Context: an optimization exercise on an open-source flow, tuned for small area, a short achievable clock period and few clock cycles. The choices shown serve that exercise and are no tape-out recipe.
Where RTL was checked, it was by simulation tests only, not by an equivalence proof against the original.
No activity file was given, so power comes from the tool's default toggle rates.

==> inputs of exp/fjord <==
## scc
module scc (
    input  wire        clk,
    input  wire        rst,           
    input  wire        cmd_valid,
    input  wire [7:0]  cmd,
    output reg         ready,
    input  wire        ofs_we,
    input  wire [31:0] ofs_wdata,
    output reg  [31:0] ofs,
    output wire [31:0] msf,           
    output reg  [31:0] edc,
    output wire [31:0] status,
    output reg         mem_en,
    output reg         mem_we,
    output reg  [11:0] mem_addr,
    output reg  [7:0]  mem_wdata,
    input  wire [7:0]  mem_rdata
);
clock: 27.0 ns
lec_check: 0
abc_area: 1
cap_margin: 20
core_margin: 2
core_utilization: 40
place_density: 0.6
slew_margin: 20
run.sh (not shown) runs the stock make flow with config.mk's settings and CLKGATE_MAP_FILE= SYNTH_SCRIPT=/design/flow/synth_recipe.tcl, a recipe that flattens the netlist after the stock synthesis.
==> exp/raven (differences from exp/fjord) <==
--- a/flow/design.v
+++ b/flow/design.v
@@ -185,20 +185,23 @@
     wire [6:0]  mn   = {mm[5:0], sge};
     wire        mbad = (|ofs[31:19]) | a150[19] | (mm >= 7'd100);
     localparam [3:0] S_IDLE  = 4'd0,
                      S_DISP  = 4'd1,
                      S_WAITM = 4'd2,
                      S_MSFW  = 4'd3,
                      S_CHK   = 4'd4,
                      S_EDC   = 4'd5,
+                     S_EDCB  = 4'd6,
+                     S_EDCW  = 4'd7,
                      S_WR    = 4'd8,
                      S_ERD   = 4'd9,
                      S_EB1   = 4'd10,
                      S_EB2   = 4'd11,
+                     S_EB3   = 4'd12,
                      S_EW0   = 4'd13,
                      S_EW1   = 4'd14;
     reg [3:0]  state;
     reg        back;         
     reg        rv1, rv2;     
     reg [7:0]  rd_q;         
     reg        layer_q;      
     reg [11:0] cw_start;     
@@ -232,22 +235,19 @@
             S_WR:    hidx = a_sum[1:0];
             S_CHK:   hidx = {~mem_addr[1], mem_addr[0]};
             S_WAITM: hidx = 2'd0;
             default: hidx = mem_addr[1:0];
         endcase
     end
     wire [6:0] hval = (hidx == 2'd0) ? mm : (hidx == 2'd1) ? {1'b0, ms} : mf;
     wire [7:0] hdr  = (hidx == 2'd3) ? 8'h02 : bcd7(hval);
-    wire [7:0] wr_data = op_clr ? 8'h00 :
-                         (a_sum < 12'd12) ? ((a_sum == 12'd0 || a_sum == 12'd11) ? 8'h00 : 8'hFF) :
-                         (a_sum < 12'd16) ? hdr :
-                         (a_sum[11:2] == 10'd518) ? edc[a_sum[1:0]*8 +: 8] : 8'h00;
-    wire [11:0] wr_hi  = (fcmd == C_WRSYNC) ? 12'd11 : (fcmd == C_WRADDR) ? 12'd15 :
-                         (fcmd == C_EDCGEN) ? 12'd2075 : 12'd2351;
+    wire [7:0] wr_data = (op_clr || a_sum >= 12'd16) ? 8'h00 :
+                         (a_sum >= 12'd12) ? hdr :
+                         (a_sum == 12'd0 || a_sum == 12'd11) ? 8'h00 : 8'hFF;
     reg [7:0] chk_exp;
     reg       chk_last;
     always @(*) begin
         case (fcmd[1:0])
             2'd0: begin      
                 chk_exp  = (mem_addr == 12'd2 || mem_addr == 12'd13) ? 8'h00 : 8'hFF;
                 chk_last = (mem_addr == 12'd13);
             end
@@ -261,19 +261,17 @@
             end
             default: begin   
                 chk_exp  = hdr;
                 chk_last = (mem_addr == 12'd17);
             end
         endcase
     end
     wire [31:0] crc_next = (edc >> 8) ^ edc_lut(edc[7:0] ^ rd_q);
-    wire [7:0]  acc_a_n = gf_mul2(acc_a ^ rd_q);
-    wire [7:0]  acc_b_n = acc_b ^ rd_q;
-    wire [7:0]  ecc_p0  = gf_mul(gf_mul2(acc_a_n) ^ acc_b_n, 8'hF4);
+    wire [7:0]  ecc_p0 = gf_mul(gf_mul2(acc_a) ^ acc_b, 8'hF4);
     task finish;
         begin
             state  <= S_IDLE;
             ready  <= 1'b1;
             fcmd   <= 8'h00;
             mem_en <= 1'b0;
             mem_we <= 1'b0;
         end
@@ -321,18 +319,18 @@
             mf <= fn;
             ms <= sn;
             mm <= mn;
             mc <= mc - 5'd1;
             if (mc == 5'd0)
                 mdone <= 1'b1;
         end
         if (rv2) begin
-            acc_a <= acc_a_n;
-            acc_b <= acc_b_n;
+            acc_a <= gf_mul2(acc_a ^ rd_q);
+            acc_b <= acc_b ^ rd_q;
         end
         if (rst) begin
             state   <= S_IDLE;
             ready   <= 1'b1;
             fcmd    <= 8'h00;
             ofs     <= 32'd0;
             msf_lo  <= 24'd0;
             msf_hi  <= 1'b0;
@@ -389,18 +387,21 @@
                         ecc_start(fcmd[2]);
                     C_CHKSYNC, C_CHKF2, C_CHKBLANK: begin
                         state    <= S_CHK;
                         back     <= 1'b0;
                         mem_addr <= (fcmd[1:0] == 2'd0) ? 12'd0 : 12'd16;
                         mem_en   <= 1'b1;
                     end
                     C_CLR, C_WRSYNC: begin
-                        state    <= S_WR;
-                        mem_addr <= 12'hFFF;
+                        state     <= S_WR;
+                        mem_addr  <= 12'd0;
+                        mem_wdata <= 8'h00;
+                        mem_en    <= 1'b1;
+                        mem_we    <= 1'b1;
                     end
                     default:
                         fault(2'd2);
                 endcase
             end
             S_WAITM: begin
                 if (mdone) begin
                     if (mbad)
@@ -413,47 +414,50 @@
                             end
                             6'h0B: begin             
                                 state    <= S_CHK;
                                 back     <= 1'b0;
                                 mem_addr <= 12'd12;
                                 mem_en   <= 1'b1;
                             end
                             6'h12: begin             
-                                state    <= S_WR;
-                                mem_addr <= 12'd11;
+                                state     <= S_WR;
+                                mem_addr  <= 12'd12;
+                                mem_wdata <= hdr;
+                                mem_en    <= 1'b1;
+                                mem_we    <= 1'b1;
                             end
                             default: begin           
-                                state    <= S_WR;
-                                mem_addr <= 12'hFFF;
-                                edc      <= 32'd0;
+                                state     <= S_WR;
+                                mem_addr  <= 12'd0;
+                                mem_wdata <= 8'h00;
+                                mem_en    <= 1'b1;
+                                mem_we    <= 1'b1;
                             end
                         endcase
                     end
                 end
             end
             S_MSFW: begin
                 msf_lo   <= {hdr, msf_lo[23:8]};
                 mem_addr <= a_sum;
                 if (mem_addr[1:0] == 2'd2) begin
                     msf_hi <= 1'b1;
                     finish;
                 end
             end
             S_WR: begin
-                if (mem_en && mem_addr == wr_hi) begin
-                    if (op_synth)
+                mem_addr  <= a_sum;
+                mem_wdata <= wr_data;
+                if (mem_addr == (fcmd == C_WRSYNC ? 12'd11 : fcmd == C_WRADDR ? 12'd15 : 12'd2351)) begin
+                    if (op_synth) begin
+                        edc <= 32'd0;
                         ecc_start(1'b0);
-                    else
+                    end else
                         finish;
-                end else begin
-                    mem_addr  <= a_sum;
-                    mem_wdata <= wr_data;
-                    mem_en    <= 1'b1;
-                    mem_we    <= 1'b1;
                 end
             end
             S_CHK: begin
                 mem_addr <= a_sum;
                 if (!back && fcmd[1:0] == 2'd2 && mem_addr == 12'd23) begin
                     back     <= 1'b1;
                     mem_addr <= 12'd2351;
                 end
@@ -469,45 +473,58 @@
                     end
                 end
             end
             S_EDC: begin
                 mem_addr <= a_sum;
                 if (rv2)
                     edc <= crc_next;
                 if (mem_addr == 12'd2073) begin
-                    state    <= S_WR;
-                    mem_addr <= 12'd2071;
-                    mem_en   <= 1'b0;
+                    state  <= S_EDCB;
+                    mem_en <= 1'b0;
                 end
             end
+            S_EDCB: begin
+                state     <= S_EDCW;
+                mem_addr  <= 12'd2072;
+                mem_wdata <= edc[7:0];
+                mem_en    <= 1'b1;
+                mem_we    <= 1'b1;
+            end
+            S_EDCW: begin
+                mem_addr  <= a_sum;
+                mem_wdata <= edc[a_sum[1:0]*8 +: 8];
+                if (mem_addr[1:0] == 2'd3)
+                    finish;
+            end
             S_ERD: begin
                 if (minor == ecc_last) begin
                     state    <= S_EB1;
                     mem_en   <= 1'b0;
                     mem_addr <= cw_start;
                 end else begin
                     minor    <= minor + 6'd1;
                     mem_addr <= a_wrap;
                 end
             end
             S_EB1: begin
                 state    <= S_EB2;
                 cw_start <= (op_synth && layer_q && cw_start == 12'd13) ? 12'd1990 : a_sum;
                 mem_addr <= {4'h8, wp};
             end
-            S_EB2: begin
+            S_EB2: state <= S_EB3;
+            S_EB3: begin
                 state     <= S_EW0;
                 mem_wdata <= ecc_p0;
                 mem_en    <= 1'b1;
                 mem_we    <= 1'b1;
             end
             S_EW0: begin
                 state     <= S_EW1;
-                mem_wdata <= mem_wdata ^ acc_b;
+                mem_wdata <= ecc_p0 ^ acc_b;
                 mem_addr  <= a_sum;
                 acc_a     <= 8'd0;
                 acc_b     <= 8'd0;
             end
             S_EW1: begin
                 wp <= (op_synth && layer_q && wp == 8'hC9) ? 8'hF6 : a_sum[7:0];
                 if (wp == wp_end) begin
                     if (op_synth && !layer_q)
Settings changed: ABC_AREA 1 to unset.
==> notes <==
- Against exp/fjord, the critical path depth of exp/raven is higher by 21.
- Against exp/raven, the first-iteration DRC count of exp/fjord is lower by 15%.
- Of exp/fjord and exp/raven, exp/fjord has the higher die area (gap about 0.9%, measured against exp/raven).
- Against exp/raven, the maximum frequency of exp/fjord is larger by about 9%.
- Against exp/fjord, the utilization of exp/raven is lower by 0.80 points.
- Against exp/fjord, the non-clock buffer count of exp/raven is higher by 6.
- Combinational power: exp/fjord is larger than exp/raven (about 100%).
- Against exp/fjord, the synthesized cell count of exp/raven is smaller by 14%.
Testbench counts of exp/raven, summed over its fixed seeds: cycles 423,249.
Only the layout flow was run in exp/fjord; the RTL was not checked for function there.


==> inputs of trial 6 <==
Another version of the RTL of scc (not shown whole).
clock: 27.0 ns
lec_check: 0
cap_margin: 20
core_margin: 2
core_utilization: 40
place_density: 0.75
slew_margin: 20
standard.sh (not shown) runs the stock make flow with config.mk's settings and CLKGATE_MAP_FILE= SYNTH_SCRIPT=/design/flow/synth_recipe.tcl, a recipe that flattens the netlist after the stock synthesis.
==> flow/flow/run.sh <==
#!/bin/bash
# The standard layout (standard.sh) with these changes:
# - port buffers are buf_1 cells instead of the default delay buffers;
# - the clock tree uses larger sink clusters and no dummy loads;
# - the timing repair aims for a period well below the clock's (a setup
#   margin), may size cells to other footprints, and repairs the worst
#   quarter of the failing endpoints.
# ORFS writes each step's full log under orfs/logs; make's own output goes to
# flow_make.log here.
set -o pipefail
bash standard.sh SETUP_SLACK_MARGIN=${SCC_SETUP_MARGIN:-20.5} MATCH_CELL_FOOTPRINT=0 \
    TNS_END_PERCENT=25 "BUFFER_PORTS_ARGS=-buffer_cell sky130_fd_sc_hd__buf_1" \
    "CTS_ARGS=-sink_clustering_enable -repair_clock_nets -sink_clustering_size 24 -sink_clustering_max_diameter 100 -dont_use_dummy_load" \
    finish > flow_make.log 2>&1
==> inputs of trial 98, as changes to trial 6 <==
--- a/flow/design.v
+++ b/flow/design.v
@@ -254,13 +254,12 @@
     wire [11:0] wa1    = wa0 + ecc_cnt;
     wire [7:0]  ecc_p0  = gf_mul(gf_mul2(acc_a_n) ^ acc_b_n, 8'hF4);
     task go_idle;
         begin
             busy     <= 1'b0;
             ready    <= 1'b1;
-            mem_en   <= 1'b0;            
             st_disp  <= 1'b0; st_waitm <= 1'b0; st_msfw <= 1'b0; st_chk <= 1'b0;
             st_edc   <= 1'b0; st_wr    <= 1'b0; st_fin  <= 1'b0;
             st_erd   <= 1'b0;
         end
     endtask
     task fault;
@@ -325,13 +324,13 @@
                 mm   <= {mm[5:0], sge};
             end
         end
         conv_req <= 1'b0;
         if (conv_req)
             conv_start;
-        if (ofs_we && !busy)                     
+        if (ofs_we)                              
             ofs <= ofs_wdata;
         begin
             if (!busy) begin
                 if (ofs_we)
                     conv_req <= 1'b1;
                 op     <= cmd;
==> flow/flow/run.sh (replaced) <==
#!/bin/bash
# The standard layout (standard.sh) with these changes:
# - port buffers are buf_1 cells instead of the default delay buffers;
# - the timing repair aims for a period well below the clock's (a setup
#   margin) and may size cells to other footprints.
# ORFS writes each step's full log under orfs/logs; make's own output goes to
# flow_make.log here.
set -o pipefail
bash standard.sh SETUP_SLACK_MARGIN=${SCC_SETUP_MARGIN:-20.6} MATCH_CELL_FOOTPRINT=0 \
    TNS_END_PERCENT=100 "BUFFER_PORTS_ARGS=-buffer_cell sky130_fd_sc_hd__buf_1" \
    finish > flow_make.log 2>&1
Settings changed: CTS_CLUSTER_DIAMETER from default to 100, CTS_CLUSTER_SIZE from default to 24, PLACE_DENSITY 0.75 to 0.6.
==> inputs of trial 62, as changes to trial 6 <==
--- a/flow/design.v
+++ b/flow/design.v
@@ -254,13 +254,12 @@
     wire [11:0] wa1    = wa0 + ecc_cnt;
     wire [7:0]  ecc_p0  = gf_mul(gf_mul2(acc_a_n) ^ acc_b_n, 8'hF4);
     task go_idle;
         begin
             busy     <= 1'b0;
             ready    <= 1'b1;
-            mem_en   <= 1'b0;            
             st_disp  <= 1'b0; st_waitm <= 1'b0; st_msfw <= 1'b0; st_chk <= 1'b0;
             st_edc   <= 1'b0; st_wr    <= 1'b0; st_fin  <= 1'b0;
             st_erd   <= 1'b0;
         end
     endtask
     task fault;
@@ -325,13 +324,13 @@
                 mm   <= {mm[5:0], sge};
             end
         end
         conv_req <= 1'b0;
         if (conv_req)
             conv_start;
-        if (ofs_we && !busy)                     
+        if (ofs_we)                              
             ofs <= ofs_wdata;
         begin
             if (!busy) begin
                 if (ofs_we)
                     conv_req <= 1'b1;
                 op     <= cmd;
==> flow/flow/run.sh (replaced) <==
#!/bin/bash
# The standard layout (standard.sh) with these changes:
# - port buffers are buf_2 cells instead of the default delay buffers;
# - the timing repair aims for a period well below the clock's (a setup
#   margin), may size cells to other footprints, and repairs the worst
#   endpoint only.
# ORFS writes each step's full log under orfs/logs; make's own output goes to
# flow_make.log here.
set -o pipefail
bash standard.sh SETUP_SLACK_MARGIN=${SCC_SETUP_MARGIN:-20.5} MATCH_CELL_FOOTPRINT=0 \
    TNS_END_PERCENT=0 "BUFFER_PORTS_ARGS=-buffer_cell sky130_fd_sc_hd__buf_2" \
    finish > flow_make.log 2>&1
Settings changed: CTS_CLUSTER_DIAMETER from default to 100, CTS_CLUSTER_SIZE from default to 24, PLACE_DENSITY 0.75 to 0.6.
==> inputs of build 60, as changes to trial 6 <==
--- a/flow/design.v
+++ b/flow/design.v
@@ -175,44 +175,41 @@
     wire [7:0]  f2s  = f2 - 8'd75;
     wire [6:0]  s2   = {ms, fge};
     wire        sge  = (s2 >= 7'd60);
     wire [6:0]  s2s  = s2 - 7'd60;
     reg        busy;         
     reg        st_disp, st_waitm, st_msfw, st_chk, st_edc, st_wr, st_fin;
-    reg        st_erd;       
+    reg        st_erd, st_eb1, st_eb2, st_ew0, st_ew1;
     reg [7:0]  op;           
     reg        op_rst;       
     reg        back;         
     reg [11:0] ptr;          
     reg        rv1, rv2;     
     reg [7:0]  rd_q;
     reg        layer_q;      
+    reg [11:0] cw_start;     
     reg [7:0]  wp;           
-    reg [5:0]  minor;        
-    reg        drain;        
-    reg [3:0]  wpend;        
-    reg        fresh;        
+    reg [5:0]  minor;
     reg [7:0]  acc_a, acc_b;
     wire op_synth  = op[5];
     wire op_clr    = op[4] & ~op[1] & ~op[0];
     wire op_wrsync = op[4] & op[0];
     wire op_wraddr = op[4] & op[1];
     wire [5:0]  ecc_last = layer_q ? 6'd42 : 6'd23;
     wire        ecc_wrap = layer_q ? (ptr >= 12'd2160) : (ptr >= 12'd1990);
     wire [11:0] ecc_step = layer_q ? (ecc_wrap ? 12'd88 - 12'd2236 : 12'd88)
                                    : (ecc_wrap ? 12'd86 - 12'd2064 : 12'd86);
     wire [11:0] ecc_cnt  = layer_q ? 12'd52 : 12'd86;
-    wire [11:0] ecc_next = !layer_q ? -12'd1977 :
-                           (ptr >= 12'd1472) ? (ptr[0] ? -12'd1375 : -12'd1459)
-                                             : (ptr[0] ?  12'd861  :  12'd777);
-    wire        ecc_lastrd = (minor == ecc_last);
     wire [7:0]  wp_end   = layer_q ? 8'hFB : (op_synth ? 8'h1F : 8'h71);
     reg  [11:0] k_add;
     always @(*) begin
         k_add = 12'd1;
-        if (st_erd) k_add = ecc_lastrd ? ecc_next : ecc_step;
+        if (st_erd) k_add = ecc_step;
+        if (st_eb1) k_add = (layer_q & ptr[0]) ? 12'd85 : 12'd1;
+        if (st_ew0) k_add = ecc_cnt;
+        if (st_ew1) k_add = 12'd1 - ecc_cnt;
         if (st_chk & back) k_add = 12'hFFF;
     end
     wire [11:0] p_sum = ptr + k_add;
     wire [1:0] hidx = st_chk ? {ptr[1] ^ ptr[0], ~ptr[0]} : ptr[1:0];
     wire [6:0] hval = (hidx == 2'd0) ? mm : (hidx == 2'd1) ? {1'b0, ms} : mf;
     wire [7:0] hdr  = (hidx == 2'd3) ? 8'h02 : bcd7(hval);
@@ -243,27 +240,23 @@
                 chk_last = (ptr == 12'd18);
             end
         endcase
     end
     wire chk_ok = (rd_q == chk_exp);
     wire [31:0] crc_next = (edc >> 8) ^ edc_lut(edc[7:0] ^ rd_q);
-    wire [7:0]  acc_a_n = gf_mul2((fresh ? 8'h00 : acc_a) ^ rd_q);
-    wire [7:0]  acc_b_n = (fresh ? 8'h00 : acc_b) ^ rd_q;
-    wire        wslot0 = st_erd & wpend[2];
-    wire        wslot1 = st_erd & wpend[3];
-    wire [11:0] wa0    = {4'h8, wp};
-    wire [11:0] wa1    = wa0 + ecc_cnt;
+    wire [7:0]  acc_a_n = gf_mul2(acc_a ^ rd_q);
+    wire [7:0]  acc_b_n = acc_b ^ rd_q;
     wire [7:0]  ecc_p0  = gf_mul(gf_mul2(acc_a_n) ^ acc_b_n, 8'hF4);
     task go_idle;
         begin
             busy     <= 1'b0;
             ready    <= 1'b1;
-            mem_en   <= 1'b0;            
             st_disp  <= 1'b0; st_waitm <= 1'b0; st_msfw <= 1'b0; st_chk <= 1'b0;
             st_edc   <= 1'b0; st_wr    <= 1'b0; st_fin  <= 1'b0;
-            st_erd   <= 1'b0;
+            st_erd   <= 1'b0; st_eb1   <= 1'b0; st_eb2  <= 1'b0; st_ew0 <= 1'b0;
+            st_ew1   <= 1'b0;
         end
     endtask
     task fault;
         input [1:0] c;
         begin
             go_idle;
@@ -275,47 +268,43 @@
     task ecc_start;
         input q;
         begin
             st_erd   <= 1'b1;
             layer_q  <= q;
             ptr      <= 12'd12;
+            cw_start <= 12'd12;
             wp       <= q ? 8'hC8 : 8'h1C;
             minor    <= 6'd0;
-            drain    <= 1'b0;
-            wpend    <= 4'd0;
-            fresh    <= 1'b1;
+            acc_a    <= 8'd0;
+            acc_b    <= 8'd0;
         end
     endtask
     task conv_start;
         begin
             mc    <= 5'd18;
             mbit  <= 1'b0;
             mdone <= 1'b0;
             mf    <= 7'd0;
             ms    <= 6'd0;
             mm    <= 7'd0;
         end
     endtask
-    wire ecc_rd = st_erd & ~drain & ~wpend[2] & ~wpend[3];
-    wire iss_rd = st_chk | st_edc | ecc_rd;
-    wire iss_wr = st_wr | wslot0 | wslot1;
+    wire iss_rd = st_chk | st_edc | st_erd;
+    wire iss_wr = st_wr | st_ew0 | st_ew1;
     always @(posedge clk) begin
-        mem_addr  <= wslot0 ? wa0 : wslot1 ? wa1 : ptr;
+        mem_addr  <= ptr;
         mem_en    <= iss_rd | iss_wr;
         mem_we    <= iss_wr;
-        mem_wdata <= wslot0 ? ecc_p0 : wslot1 ? (mem_wdata ^ acc_b) : wr_data;
+        mem_wdata <= st_ew0 ? ecc_p0 : st_ew1 ? (mem_wdata ^ acc_b) : wr_data;
         rv1       <= mem_en & ~mem_we & busy;
         rv2       <= rv1 & busy;
         rd_q      <= mem_rdata;
         if (rv2) begin
             acc_a <= acc_a_n;
             acc_b <= acc_b_n;
-            fresh <= 1'b0;
         end
-        if (wslot0)
-            fresh <= 1'b1;
         if (!mdone) begin
             if (mc == 5'd30) begin
                 mdone <= 1'b1;
                 mbad  <= (|ofs[31:19]) | a150[19] | (mm >= 7'd100);
             end else begin
                 mbit <= a150[mc];
@@ -325,13 +314,13 @@
                 mm   <= {mm[5:0], sge};
             end
         end
         conv_req <= 1'b0;
         if (conv_req)
             conv_start;
-        if (ofs_we && !busy)                     
+        if (ofs_we)                              
             ofs <= ofs_wdata;
         begin
             if (!busy) begin
                 if (ofs_we)
                     conv_req <= 1'b1;
                 op     <= cmd;
@@ -449,34 +438,50 @@
                     st_edc <= 1'b0;
                     st_wr  <= 1'b1;
                     ptr    <= 12'd2072;
                 end
             end
             if (st_erd) begin
-                wpend <= {wpend[2:0], 1'b0};
-                if (ecc_rd) begin
-                    ptr <= p_sum;
-                    if (ecc_lastrd) begin
-                        wpend[0] <= 1'b1;
-                        minor    <= 6'd0;
-                        if (wp == wp_end)
-                            drain <= 1'b1;
-                        if (op_synth && layer_q && wp == 8'hC9)
-                            ptr <= 12'd1990;         
-                    end else
-                        minor <= minor + 6'd1;
+                if (minor == ecc_last) begin
+                    st_erd <= 1'b0;
+                    st_eb1 <= 1'b1;
+                    ptr    <= cw_start;
+                end else begin
+                    minor <= minor + 6'd1;
+                    ptr   <= p_sum;
                 end
-                if (wslot1) begin
-                    wp <= (op_synth && layer_q && wp == 8'hC9) ? 8'hF6 : wp + 8'd1;
-                    if (drain) begin
-                        st_erd <= 1'b0;
-                        if (op_synth && !layer_q)
-                            ecc_start(1'b1);
-                        else
-                            st_fin <= 1'b1;
-                    end
+            end
+            if (st_eb1) begin
+                st_eb1   <= 1'b0;
+                st_eb2   <= 1'b1;
+                cw_start <= (op_synth && layer_q && ptr == 12'd13) ? 12'd1990 : p_sum;
+                ptr      <= {4'h8, wp};
+            end
+            if (st_eb2) begin
+                st_eb2 <= 1'b0;
+                st_ew0 <= 1'b1;
+            end
+            if (st_ew0) begin
+                st_ew0 <= 1'b0;
+                st_ew1 <= 1'b1;
+                ptr    <= p_sum;
+            end
+            if (st_ew1) begin
+                st_ew1 <= 1'b0;
+                acc_a  <= 8'd0;
+                acc_b  <= 8'd0;
+                wp     <= (op_synth && layer_q && wp == 8'hC9) ? 8'hF6 : p_sum[7:0];
+                if (wp == wp_end) begin
+                    if (op_synth && !layer_q)
+                        ecc_start(1'b1);
+                    else
+                        st_fin <= 1'b1;
+                end else begin
+                    st_erd <= 1'b1;
+                    minor  <= 6'd0;
+                    ptr    <= cw_start;
                 end
             end
         end
         if (rst) begin
             go_idle;
             busy     <= 1'b1;
==> flow/flow/run.sh (replaced) <==
#!/bin/bash
# The standard layout (standard.sh) with these changes:
# - port buffers are buf_2 cells instead of the default delay buffers;
# - the timing repair aims for a period well below the clock's (a setup
#   margin), may size cells to other footprints, and repairs the worst
#   endpoint only.
# ORFS writes each step's full log under orfs/logs; make's own output goes to
# flow_make.log here.
set -o pipefail
bash standard.sh SETUP_SLACK_MARGIN=${SCC_SETUP_MARGIN:-20.5} MATCH_CELL_FOOTPRINT=0 \
    TNS_END_PERCENT=0 "BUFFER_PORTS_ARGS=-buffer_cell sky130_fd_sc_hd__buf_2" \
    finish > flow_make.log 2>&1
Settings changed: PLACE_DENSITY 0.75 to 0.6.
==> notes.md <==
metric	trial 6	trial 98	trial 62	build 60
Most common cell after layout, fill and taps aside	nand2_1	nand2_1	nand2_1	dfxtp_1
Clock-pin slew on the worst setup and hold paths	0.10 ns	0.09 ns	0.10 ns	0.06 ns
Worst skew pair latency	0.52 ns	0.51 ns	0.50 ns	0.55 ns
Inverter count of the layout excluding clock inverters	54	41	41	37
Leak Pwr	5.38 nW	6.42 nW	6.13 nW	6.65 nW
Worst vdd rail ir drop	0.0476 mV	0.0443 mV	0.0379 mV	0.0464 mV
Share of the final layout cell area in multi-input gates	0.518	0.477	0.510	0.501
Post-Place Cell Area	14300 µm²	14200 µm²	14500 µm²	14900 µm²
Register bit total from synthesis	234	234	234	244
Cell area power density	51.8 nW/µm²	53.5 nW/µm²	55.7 nW/µm²	66.0 nW/µm²
Outcome	timing/DRC/antenna clean	timing/DRC/antenna clean	timing/DRC/antenna clean	timing/DRC/antenna clean
Detailed-route via count	12359	12269	11875	12803
Core ar.	33400 µm²	33300 µm²	33300 µm²	34400 µm²
Path depth of the worst reg2reg path	20	15	16	16
Number of global-route vias before repair	11561	11679	11042	11874
Delay contributed by the slowest stage of the critical path	0.40 ns	0.43 ns	0.46 ns	0.43 ns
Via density per instance	5.72	5.60	5.60	5.77
Proportion of synthesized area in mux cells	0.0244	0.0520	0.0520	0.0514
Starting density of the core	0.405	0.404	0.404	0.405
Relative contribution of sequential cells to total power	0.511	0.468	0.481	0.409
Post-Synth XOR/XNOR Area	0.0786	0.0780	0.0780	0.0755
Post-route total power	762 µW	853 µW	832 µW	1.05 mW
Length of routed met2 wiring	17500 µm	17200 µm	16300 µm	19100 µm
Setup slack of the worst register-to-register path	22.28 ns	21.36 ns	21.47 ns	22.36 ns
Maximum clock frequency	153 MHz	154 MHz	153 MHz	153 MHz
Testbench counts of trial 6, summed over its fixed seeds: cycles 406,049.
Testbench counts of trial 98, summed over its fixed seeds: cycles 406,049.
Testbench counts of trial 62, summed over its fixed seeds: cycles 406,049.
Testbench counts of build 60, summed over its fixed seeds: cycles 417,729.

[separate check: timing with driven ports]
How much do the figures lean on ideal ports? The routed layouts below were timed once more, with nothing changed but the port constraints.
Step 1 (the two cells are an assumption about what drives the block):
set clk [get_ports {clk}]
set_driving_cell -lib_cell sky130_fd_sc_hd__clkbuf_16 $clk
set_driving_cell -lib_cell sky130_fd_sc_hd__buf_2 [delete_from_list [all_inputs] $clk]
Step 2 times the ports against the registers' clock, not the clock port: input delays grow and output delays shrink by t, the midpoint of the rising clock arrivals with the driver on.
a / b / c = ideal / step 1 / step 2; a / b = the first two.
run | shift t [ns] | setup slack, ns | worst register clock-pin slew, ns
exp/fjord | 0.597 | 19.751 / 19.699 / 19.204 | 0.06 / 0.06
exp/raven | 0.585 | 19.128 / 19.128 / 19.128 | 0.06 / 0.06
trial 6 | 0.544 | 20.472 / 20.421 / 20.502 | 0.10 / 0.10
trial 98 | 0.547 | 20.518 / 20.469 / 20.255 | 0.11 / 0.11
trial 62 | 0.544 | 20.467 / 20.412 / 20.363 | 0.10 / 0.10
build 60 | 0.593 | 20.446 / 20.397 / 20.340 | 0.07 / 0.07
After both steps every run listed still meets setup and hold. The setup slack of exp/fjord, which loses most, moves by -0.052 ns with the drivers and by -0.547 ns with both steps.
